From an optimization exercise on the open Yosys and OpenROAD flow, aimed at small area; shortcuts taken in it are not production practice.
Only simulation tests tie the RTL to the original design; equivalence was not proved.
Power and IR drop assume default switching activity.

## v4
==> flow/design.v (excerpt) <==
module ym7128b (
    input  wire        clk,
    input  wire        rst,
    input  wire        cmd_valid,
    output wire        cmd_ready,
    input  wire [31:0] cmd,
    output reg         rd_valid,
    output wire [7:0]  rd_data,
    output reg         smp_valid,
    output reg  [13:0] smp_l0,    
    output reg  [13:0] smp_r0,
    output reg  [13:0] smp_l1,    
    output reg  [13:0] smp_r1     
);
For scale: about 2,000 cells after synthesis, roughly 0.026 mm² of cells after synthesis.
clock: 100.0 ns
lec_check: 0
cap_margin: 20
core_margin: 2
core_utilization: 40
cts_buf_list: sky130_fd_sc_hd__clkbuf_8
cts_cluster_size: 30
slew_margin: 20
run.sh (not shown) runs the stock make flow with config.mk's settings and CLKGATE_MAP_FILE= SYNTH_SCRIPT=/design/flow/synth_recipe.tcl, a recipe that flattens the netlist after the stock synthesis.
Modified inputs, v13 compared to v4
Settings: removing CTS_BUF_LIST (formerly sky130_fd_sc_hd__clkbuf_8); removing CTS_CLUSTER_SIZE (formerly 30); changing CORE_UTILIZATION from 40 to 65.
==> flow/flow/run.sh (new file) <==
#!/bin/bash
# The standard layout (standard.sh: standard synthesis, floorplan, power
# grid, placement, CTS, routing), built with two changes:
#  * port buffers use the smallest buffer, buf_1, instead of clkdlybuf4s50_1
#    (every port still gets its own buffer);
#  * clock tree: clkbuf_4 leaf clusters of up to 10 sinks within 40 um, and no
#    dummy loads.  The clock is not delayed or skewed on purpose.
# Each tool's full output is in standard.log.
set -euo pipefail
export BUFFER_PORTS_ARGS="-buffer_cell sky130_fd_sc_hd__buf_1"
export CTS_ARGS="-sink_clustering_enable -repair_clock_nets -dont_use_dummy_load -buf_list sky130_fd_sc_hd__clkbuf_4 -sink_clustering_size 10 -sink_clustering_max_diameter 40"
bash standard.sh > standard.log 2>&1
==> flow/standard.sh (new file) <==
#!/bin/bash
# synth_recipe.tcl (not shown) runs the flow's synth.tcl, then flattens the netlist and writes it again
# the make line also repeats each setting of config.mk as NAME=value (left out here)
make -C /OpenROAD-flow-scripts/flow DESIGN_CONFIG=/design/flow/config.mk WORK_HOME=/design/flow/orfs CLKGATE_MAP_FILE= SYNTH_SCRIPT=/design/flow/synth_recipe.tcl "${@:-finish}"
removed: flow/run.sh
==> run summary <==
Relative to v4, antenna diode instance count increased by 3 in v13. v13 vs v4, origin of the worst setup path: cmd[9] vs cmd[29]. Run comparison: v4 cell type of the slowest stage on the worst timing path a21boi_0; v13 cell type of the slowest stage on the worst timing path buf_1. Comparing v4 and v13, met1 capacity usage during global routing is lower on v4. Relative to v4, pin count of the biggest net entering global routing has gone up in v13. Compared to v4, the routing of v13 uses less wire. Higher shortest period the worst path allows goes to v4 over v13. Changes observed in v13 relative to v4: filler cell count down about 50%, share of power burned in combinational logic up 2.7 points, final-layout non-clock buffer area share down 1.9 points, clock tree buffer count of the final layout down 54, source-to-sink clock delay at the later pin of the worst-skew pair up 170 ps. Lower sequential share of layout area among v4 and v13: v4.
Relative to v13, the following input files were edited for v46:
Settings: an added CTS_BUF_LIST of sky130_fd_sc_hd__clkbuf_4; a change of CORE_UTILIZATION from 65 to 40.
==> flow/run.sh (new file) <==
#!/bin/bash
# synth_recipe.tcl (not shown) runs the flow's synth.tcl, then flattens the netlist and writes it again
# the make line also repeats each setting of config.mk as NAME=value (left out here)
make -C /OpenROAD-flow-scripts/flow DESIGN_CONFIG=/design/flow/config.mk WORK_HOME=/design/flow/orfs CLKGATE_MAP_FILE= SYNTH_SCRIPT=/design/flow/synth_recipe.tcl finish
removed: flow/flow/run.sh
removed: flow/standard.sh
Results
v46 finished every step from synthesis to the final layout, and the layout passed the timing, design-rule and antenna checks.
[v46] clock-pin slew on the worst setup and hold paths fell 40 ps relative to v13
Diff v13 -> v46: register area held; layout overhead on the synthesized area up 10 points; post-place instance area has increased.
Diff v13..v46 | count of flip-flops with a built-in enable after synthesis | unchanged
Between v13 and v46, the cell count went up.
v46 against v13: fraction of standard cell area in multi-input logic lost 2.8 points; total via count after detailed routing now sits higher.
The net switching power in v13 is 0.844 times that in v46.
Compared to v13, v46 has global-route usage 10 points lower.
Here is what was changed in the inputs of v6 compared with v46.
Settings: CTS_CLUSTER_DIAMETER now 80, previously not set; CTS_BUF_LIST now sky130_fd_sc_hd__clkbuf_16, was sky130_fd_sc_hd__clkbuf_4; CORE_UTILIZATION now 65, was 40; CTS_CLUSTER_SIZE now 30, previously not set.
## What came out
v6 vs v46, leakage power total went down by 0.92 nW.
The wire length reported by the detailed router in v46 is 1.07 times that in v6.
The estimated power of v6 ends up lower than the estimate for v46.

[separate check: timing with driven ports]
Ports are ideal in the flow. The routed layouts listed here were re-timed in OpenROAD. Step 1 sets driving cells, clkbuf_16 on the clock port and buf_2 on the other inputs (assumed; they add their load-dependent delay and slew). Step 2 moves the port delays by t, midway between the first and last clock arrival at a register: inputs arrive t later, outputs are due t later. That takes back most of the time a late clock gives input paths. Three values: ideal, step 1, step 2; two values: the first two.
run | t (ns) | setup slack, ns | worst setup path at the end | slew at the worst register clock pin (ns) | worst slew at a driven data input, ns
v4 | 0.758 | 56.103 / 56.130 / 55.372 | input to register | 0.07 / 0.07 | 0.04
v13 | 0.893 | 57.588 / 57.557 / 56.795 | input to register | 0.11 / 0.11 | 0.07
v46 | 1.034 | 56.343 / 56.371 / 55.337 | input to register | 0.09 / 0.09 | 0.04
v6 | 0.641 | 56.454 / 56.488 / 55.847 | input to register | 0.12 / 0.12 | 0.06
After both steps setup and hold are still met in every run listed. The setup slack of v46, which loses most, moves by +0.028 ns with the drivers and by -1.006 ns with both steps.
